This is an optimization exercise on Yosys and OpenROAD, whose aim is a short achievable clock period and few clock cycles, not a production implementation.
Only the layout flow was run in this run; the RTL was not checked for function there.
Power and IR drop assume default switching activity.

===== flow/config.mk =====
export PLATFORM = sky130hd
export DESIGN_NAME = acars_framer
export DESIGN_NICKNAME = acars_framer
export VERILOG_FILES = /design/flow/design.v
export SDC_FILE = /design/flow/constraint.sdc
export NUM_CORES = 4
export LEC_CHECK = 0
export CAP_MARGIN = 20
export CORE_MARGIN = 2
export CORE_UTILIZATION = 40
export PLACE_DENSITY = 0.6
export SLEW_MARGIN = 20

===== flow/constraint.sdc =====
create_clock -name core_clock -period 9.0 [get_ports {clk}]
set_input_delay 1.8000 -clock core_clock [delete_from_list [all_inputs] [get_ports {clk}]]
set_output_delay 1.8000 -clock core_clock [all_outputs]
set_load 0.01 [all_outputs]

===== flow/design.v =====
module acars_framer (
    input  wire       clk,
    input  wire       rst,
    input  wire       bit_valid,
    input  wire       bit_in,
    output wire       bit_ready,
    output wire       out_valid,
    input  wire       out_ready,
    output wire [7:0] out_data,
    output wire       out_last,
    output wire       out_corrected
);
    localparam [39:0] SYNC_CHECK = 40'h01_1616_2AAB;
    localparam [7:0]  ODD_SOH    = 8'h01;
    localparam [7:0]  ODD_ETX    = 8'h83;
    localparam [7:0]  ODD_ETB    = 8'h97;
    localparam integer PREKEY_MIN = 24;
    localparam integer SYNC_BITS  = 40;
    localparam integer SYNC_MAX   = 55;
    localparam integer SYNC_TOL   = 3;
    localparam integer MAXBLK     = 244;
    localparam integer RAW_CAP    = 247;
    localparam [2:0] S_HEADLOST  = 3'd0,
                     S_HEADFOUND = 3'd1,
                     S_SYNC      = 3'd2,
                     S_TEXT      = 3'd3,
                     S_CRC1      = 3'd4,
                     S_CRC2      = 3'd5,
                     S_END       = 3'd6;
    localparam [1:0] C_RUN   = 2'd0,    
                     C_SYNC  = 2'd1,    
                     C_CHECK = 2'd2,    
                     C_OUT   = 2'd3;    
    reg [1:0]  ctl;
    reg [2:0]  state;
    reg [7:0]  outbits;
    reg [3:0]  nbits;
    reg [4:0]  prekey_cnt;
    reg [39:0] sync_forming;
    reg [5:0]  sync_have;
    reg [7:0]  sync_byte;
    reg [2:0]  sync_j;
    reg [7:0]  raw [0:RAW_CAP-1];
    reg [7:0]  raw_len;
    reg        cand_flip;       
    reg [7:0]  cand_i;
    reg [2:0]  cand_j;
    reg [7:0]  rd_idx;
    reg [15:0] crc;
    reg        corrected;
    function [15:0] crc_byte;
        input [15:0] c;
        input [7:0]  b;
        integer k;
        reg [15:0] r;
        begin
            r = c ^ {8'h00, b};
            for (k = 0; k < 8; k = k + 1)
                r = r[0] ? ((r >> 1) ^ 16'h8408) : (r >> 1);
            crc_byte = r;
        end
    endfunction
    function [5:0] popcount40;
        input [39:0] v;
        integer k;
        reg [5:0] n;
        begin
            n = 6'd0;
            for (k = 0; k < 40; k = k + 1)
                n = n + {5'd0, v[k]};
            popcount40 = n;
        end
    endfunction
    wire [7:0]  new_outbits = {bit_in, outbits[7:1]};
    wire        take_bit    = (ctl == C_RUN) && bit_valid;
    wire        sbit        = sync_byte[sync_j];
    wire [39:0] sf_next     = {sbit, sync_forming[39:1]};
    wire [5:0]  have_next   = sync_have + 6'd1;
    wire        sync_match  = (have_next >= SYNC_BITS) &&
                              (popcount40(sf_next ^ SYNC_CHECK) <= SYNC_TOL);
    wire        sync_tmo    = (have_next >= SYNC_MAX);
    wire [7:0]  rd_byte     = raw[rd_idx];
    wire [7:0]  flip_mask   = (cand_flip && rd_idx == cand_i) ? (8'd1 << cand_j) : 8'd0;
    wire [15:0] crc_next    = crc_byte(crc, rd_byte ^ flip_mask);
    wire        scan_last   = (rd_idx == raw_len - 8'd1);
    assign bit_ready     = (ctl == C_RUN);
    assign out_valid     = (ctl == C_OUT);
    assign out_data      = rd_byte;
    assign out_last      = (ctl == C_OUT) && scan_last;
    assign out_corrected = (ctl == C_OUT) && corrected;
    always @(posedge clk) begin
        if (rst) begin
            ctl          <= C_RUN;
            state        <= S_HEADLOST;
            outbits      <= 8'd0;
            nbits        <= 4'd0;
            prekey_cnt   <= 5'd0;
            sync_forming <= 40'd0;
            sync_have    <= 6'd0;
            sync_byte    <= 8'd0;
            sync_j       <= 3'd0;
            raw_len      <= 8'd0;
            cand_flip    <= 1'b0;
            cand_i       <= 8'd0;
            cand_j       <= 3'd0;
            rd_idx       <= 8'd0;
            crc          <= 16'd0;
            corrected    <= 1'b0;
        end else begin
            case (ctl)
            C_RUN: if (take_bit) begin
                outbits <= new_outbits;
                if (nbits != 4'd7) begin
                    nbits <= nbits + 4'd1;
                end else begin
                    case (state)
                    S_HEADLOST: begin
                        nbits <= 4'd7;
                        if (new_outbits == 8'hFF) begin
                            prekey_cnt <= prekey_cnt + 5'd1;
                            if (prekey_cnt + 5'd1 > PREKEY_MIN)
                                state <= S_HEADFOUND;
                        end else begin
                            prekey_cnt <= 5'd0;
                            raw_len    <= 8'd0;
                        end
                    end
                    S_HEADFOUND: begin
                        if (new_outbits == 8'hFF) begin
                            nbits <= 4'd7;
                        end else begin
                            sync_forming <= 40'd0;
                            sync_have    <= 6'd0;
                            raw_len      <= 8'd0;
                            state        <= S_SYNC;
                            sync_byte    <= new_outbits;
                            sync_j       <= 3'd0;
                            ctl          <= C_SYNC;
                        end
                    end
                    S_SYNC: begin
                        sync_byte <= new_outbits;
                        sync_j    <= 3'd0;
                        ctl       <= C_SYNC;
                    end
                    S_TEXT: begin
                        nbits        <= 4'd0;
                        raw[raw_len] <= new_outbits;
                        raw_len      <= raw_len + 8'd1;
                        if (raw_len > MAXBLK) begin
                            state      <= S_HEADLOST;
                            prekey_cnt <= 5'd0;
                            raw_len    <= 8'd0;
                        end else if (new_outbits == ODD_ETX || new_outbits == ODD_ETB) begin
                            state <= S_CRC1;
                        end
                    end
                    S_CRC1: begin
                        nbits        <= 4'd0;
                        raw[raw_len] <= new_outbits;
                        raw_len      <= raw_len + 8'd1;
                        state        <= S_CRC2;
                    end
                    S_CRC2: begin
                        nbits        <= 4'd0;
                        raw[raw_len] <= new_outbits;
                        raw_len      <= raw_len + 8'd1;
                        state        <= S_END;
                    end
                    default: begin
                        nbits     <= 4'd0;
                        cand_flip <= 1'b0;
                        cand_i    <= 8'd0;
                        cand_j    <= 3'd0;
                        rd_idx    <= 8'd0;
                        crc       <= 16'd0;
                        ctl       <= C_CHECK;
                    end
                    endcase
                end
            end
            C_SYNC: begin
                sync_forming <= sf_next;
                sync_have    <= have_next;
                sync_j       <= sync_j + 3'd1;
                if (sync_match) begin
                    state   <= S_TEXT;
                    raw[0]  <= ODD_SOH;
                    raw_len <= 8'd1;
                    nbits   <= 4'd7 - {1'b0, sync_j};
                    ctl     <= C_RUN;
                end else if (sync_tmo) begin
                    state      <= S_HEADLOST;
                    prekey_cnt <= 5'd0;
                    raw_len    <= 8'd0;
                    nbits      <= 4'd7 - {1'b0, sync_j};
                    ctl        <= C_RUN;
                end else if (sync_j == 3'd7) begin
                    nbits <= 4'd0;
                    ctl   <= C_RUN;
                end
            end
            C_CHECK: begin
                if (!scan_last) begin
                    crc    <= crc_next;
                    rd_idx <= rd_idx + 8'd1;
                end else if (crc_next == 16'd0) begin
                    if (cand_flip)
                        raw[cand_i] <= raw[cand_i] ^ (8'd1 << cand_j);
                    corrected <= cand_flip;
                    rd_idx    <= 8'd0;
                    ctl       <= C_OUT;
                end else if (cand_flip && cand_i == raw_len - 8'd1 && cand_j == 3'd7) begin
                    state      <= S_HEADLOST;
                    prekey_cnt <= 5'd0;
                    raw_len    <= 8'd0;
                    ctl        <= C_RUN;
                end else begin
                    if (cand_flip) begin
                        cand_j <= cand_j + 3'd1;
                        if (cand_j == 3'd7)
                            cand_i <= cand_i + 8'd1;
                    end
                    cand_flip <= 1'b1;
                    crc       <= 16'd0;
                    rd_idx    <= 8'd0;
                end
            end
            default: begin  
                if (out_ready) begin
                    if (scan_last) begin
                        state      <= S_HEADLOST;
                        prekey_cnt <= 5'd0;
                        raw_len    <= 8'd0;
                        rd_idx     <= 8'd0;
                        corrected  <= 1'b0;
                        ctl        <= C_RUN;
                    end else begin
                        rd_idx <= rd_idx + 8'd1;
                    end
                end
            end
            endcase
        end
    end
endmodule

===== flow/run.sh =====
#!/bin/bash
# synth_recipe.tcl (not shown) runs the flow's synth.tcl, then flattens the netlist and writes it again
# the make line also repeats each setting of config.mk as NAME=value (left out here)
make -C /OpenROAD-flow-scripts/flow DESIGN_CONFIG=/design/flow/config.mk WORK_HOME=/design/flow/orfs CLKGATE_MAP_FILE= SYNTH_SCRIPT=/design/flow/synth_recipe.tcl finish

==> run summary <==
## worst paths after layout
| path | from | to | slack (ns) |
|---|---|---|---|
| max | flop | raw[40][3] | 0.38 |
| min reg2reg | sync_forming[16] | sync_forming[16] | 0.47 |
| min | sync_forming[16] | sync_forming[16] | 0.47 |
| max reg2reg | flop | raw[40][3] | 0.38 |
## metrics by stage
stage	setup slack, ns	instance area [µm²]	util, %	hold slack (ns)	std cells
global placement	0.4352	109800	42.84	0.4534	9400
detailed placement	0.6359	109900	42.90	0.4615	9403
finish	0.3756	117400	45.81	0.4680	9815
CTS	0.5759	117300	45.78	0.4665	9805
global route	0.2027	117400	45.80	0.4951	9807
floorplan	0.2272	103000	-	0.4451	5981
## cell usage in the layout, fill, tap and decap left out, types with 32 or more instances in the layout
cell type / synthesis / final
buf_12: 1 / 64
o21ai_0: 86 / 78
nor3_1: 117 / 88
edfxtp_1: 1976 / 1976
mux4_2: 983 / 983
ha_1: 33 / 32
nor2_1: 270 / 266
xnor2_1: 47 / 47
nand2_1: 278 / 278
clkbuf_16: 0 / 217
dfxtp_1: 138 / 126
bufinv_16: 0 / 34
a31oi_1: 70 / 70
nand4_1: 40 / 40
a22oi_1: 156 / 153
nand3_1: 140 / 140
clkinv_2: 0 / 38
a21oi_1: 159 / 158
buf_4: 76 / 432
clkbuf_1: 224 / 36
nor2b_1: 41 / 39
mux2i_1: 401 / 394
inv_1: 81 / 80
## registers in the layout, summed over array words and instances (netlist names), named ones only
signal and cells:
sync_byte 8, outbits 7, nbits 4, cand_j 3
cand_i 8, raw 1976, sync_have 6, raw_len 8
prekey_cnt 5, ctl 2, sync_j 3, crc 16
corrected 1, rd_idx 8, state 3, sync_forming 39
cand_flip 1
## per-layer routing
layer	wire (µm)	up-vias	part of all wire, %	global-route usage (%)
li1	-	25436	-	-
met1	137300	34503	38	37.43
met2	157100	4710	44	39.36
met3	43470	787	12	6.853
met4	18790	10	5.3	12.33
met5	66	-	0.019	0
## layout make-up
| cell class | instances | area, µm² |
|---|---|---|
| repair buffers | 513 | 4707 |
| flip-flops and latches | 2114 | 62140 |
| well taps | 3384 | 4234 |
| diodes | 10 | 25.02 |
| inverters | 86 | 322.8 |
| fillers | 21502 | 138800 |
| clock buffers | 256 | 5607 |
| multi-input cells | 3306 | 38560 |
| clock inverters | 146 | 1790 |
## report_power, final
group / switching [W] / internal [W]
registers: 0.00000244 / 0.0106
logic: 0.0000829 / 0.0000163
clock network: 0.00402 / 0.00545
total: 0.00411 / 0.0161
## critical path, delay by kind of cell (launching register included)
kind | cells | cell delay (ns)
compound gates | 4 | 2.21
flops | 1 | 1.11
buf+inv | 4 | 1.64
xor+xnor | 1 | 0.20
simple gates | 7 | 3.00
## synthesized netlist by cell type, types with 18 or more instances
cell and count:
mux2i_1 401, o21ai_0 86, mux2_2 27, inv_1 81
nand3_1 140, dfxtp_1 138, a211oi_1 39, nand2_1 278
nor3_1 117, a21oi_1 159, buf_1 81, nor2_1 270
nor2b_1 41, ha_1 33, buf_6 24, nand4_1 40
xor2_1 27, and2_1 22, a22oi_1 156, o211ai_1 31
clkbuf_1 224, a31oi_1 70, or3_1 21, fa_1 31
o22ai_1 24, a22o_1 18, buf_4 76, edfxtp_1 1976
xnor2_1 47, buf_2 68, mux4_2 983
## logic make-up (layout without fill, tap and decap cells)
kind of cell / Yosys count / count (layout) / share of synthesized area [%]
other: 0 / 10 / 0
multiplexers: 1413 / 1413 / 25.75
adder cells (fa/ha/maj): 64 / 64 / 1.005
XOR/XNOR: 79 / 79 / 0.7371
AND/OR/NAND/NOR: 1047 / 1047 / 4.937
AO/OA/AOI/OAI: 703 / 703 / 4.605
flip-flops: 2114 / 2114 / 60.37
buffers and inverters: 561 / 1001 / 2.599
==> metrics.md <==
| Metric | Value |
|---|---|
| Status | no timing/DRC/antenna violations |
| # hold bufs at CTS | 0 |
| Sequential area share after synthesis | 60.37% |
| Number of remaining DRC errors | 0 |
| Clk slew on worst S/H paths | 0.06 ns |
| First-pass GRT wire length | approximately 500 mm |
| Crit-path max FO | 39 |
| Total power | 0.02020 W |
| Syn_area_per_cell | approximately 17 µm² |
| Main flop type after synthesis | edfxtp_1 |
| Worst path required time | 9.52 ns |
| Fin crit period | 8.624 ns |
| Worst reg2reg path depth | 16 |
| Wire per inst | about 36 µm |
| Clk Latency, worst-skew pair | 0.91 ns |
| Clk buf depth | 3 |
| Number of buffers added for setup after CTS | 0 |
| Starting density of the core | 40.15% |
| Crit end category | flop |
| Die width | 511.1 µm |
| CTS tree | yes |
| Final Hold Viols | 0 |
| Pin count of the biggest net entering global routing | roughly 110 |
| Post-synth EDFFs | a little under 2000 |
| DP Wirelength | 244.0 mm |
| Avg Vias per Cell | between 6 and 7 |
| Nets | 6304 |
| Root Buffer | clkbuf_16 |
| WL final | 356.7 mm |
| Peak Freq | 116.0 MHz |
| Area grow syn2layout | 14.12% |
| Slowest CP cell | dfxtp_4 |
| GP Congestion | 0.9838 |
| Final Setup Violations | 0 |
| Max Cap Violations | 0 |
| RSZ-0062 raised after global routing | false |
| Min-delay worst type | flop to flop |
| Netlist cell types | 94 |
| Cts repair resizes | 0 |
| Core area | roughly 0.26 mm² |
| WS Path Type | flop to flop |
| Worst path max stage delay | about 1.1 ns |
| Syn nets | 6050 |
| Synth Register Bits | 2114 |
| DIE HEIGHT | a little over 500 µm |
| Peak VDD IR | approximately 0.16 mV |
| Ys async rst share | 0% |
| Worst slew margin | between 20% and 30% |
| # clock sinks | around 2100 |
| Post-synth top area cell | edfxtp_1 |
| Setup_tns | 0 ns |
| I/O pin total | 17 |
| Top post-synthesis cells by area | edfxtp_1 58%, mux4_2 22%, mux2i_1 3.9% |
| Worst EP arrival | 9.14 ns |
| Die area | 0.2612 mm² |
| Port bufs | 16 |
| CTS Buf Count | 214 |
| Period utilisation layout | between 90% and 100% |
| Initial antenna violation count | 22 |
| First-pass iteration count of the detailed router | 10 |
| GRT Total Usage | 26.79% |
| Slew Viols, Final | 0 |
| Slew @ Worst Pin | 1.196 ns |
| Hold path depth | 2 |
| Yosys top cell area share | roughly 58% |
| Vias in the first global route | 63422 |
| Total grt overflow | 0 |
| H-tree levels | 4 |
| Pwr Density | 172.1 mW/mm² |
| Leak pwr | 35.72 nW |
| Final ANT Viol Nets | 0 |
| DR vias | 65446 |
| Critical Path Start Type | flop |
| Initial DRC Count | 11077 |
| Ys Warns | 1 |
| Clock skew | approximately 0.057 ns |
| CP most frequent cell | buf_4 |
| Mapped Area | 0.1029 mm² |
| Cell breakdown of the critical path | inv_2 -> a2111oi_0 -> nor4_1 -> o311ai_1 -> o311ai_1 -> buf_4 -> nand4_1 -> buf_4 -> xnor2_1 -> or3_1 -> nor4bb_1 -> nor4_4 -> nor3_4 -> buf_4 -> a31oi_1 -> nor2_1 |
| Share of cells above drive strength 1 | between 30 and 40% |
| Syn Inst Count | 5981 |
| Rows | about 190 |

==> port drivers added, routing unchanged <==
Ports are ideal in the flow. The routed layout listed here was re-timed in OpenROAD.
Step 1 (the two cells are an assumption about what drives the block):
set clk [get_ports {clk}]
set_driving_cell -lib_cell sky130_fd_sc_hd__clkbuf_16 $clk
set_driving_cell -lib_cell sky130_fd_sc_hd__buf_2 [delete_from_list [all_inputs] $clk]
Step 2 moves the port delays by t, midway between the first and last clock arrival at a register: inputs arrive t later, outputs are due t later. That takes back most of the time a late clock gives input paths.
Three values: no drivers, after step 1, after step 2; two values: the first two.
t, ns: 0.974
slack for setup (ns): 0.376 / 0.376 / 0.376
clock arrival spread, ns: 0.057 / 0.057
slew at the worst register clock pin (ns): 0.07 / 0.07
After both steps setup and hold are still met in this run. For this run, drivers alone change the setup slack by 0.000 ns; drivers and shift together by 0.000 ns.
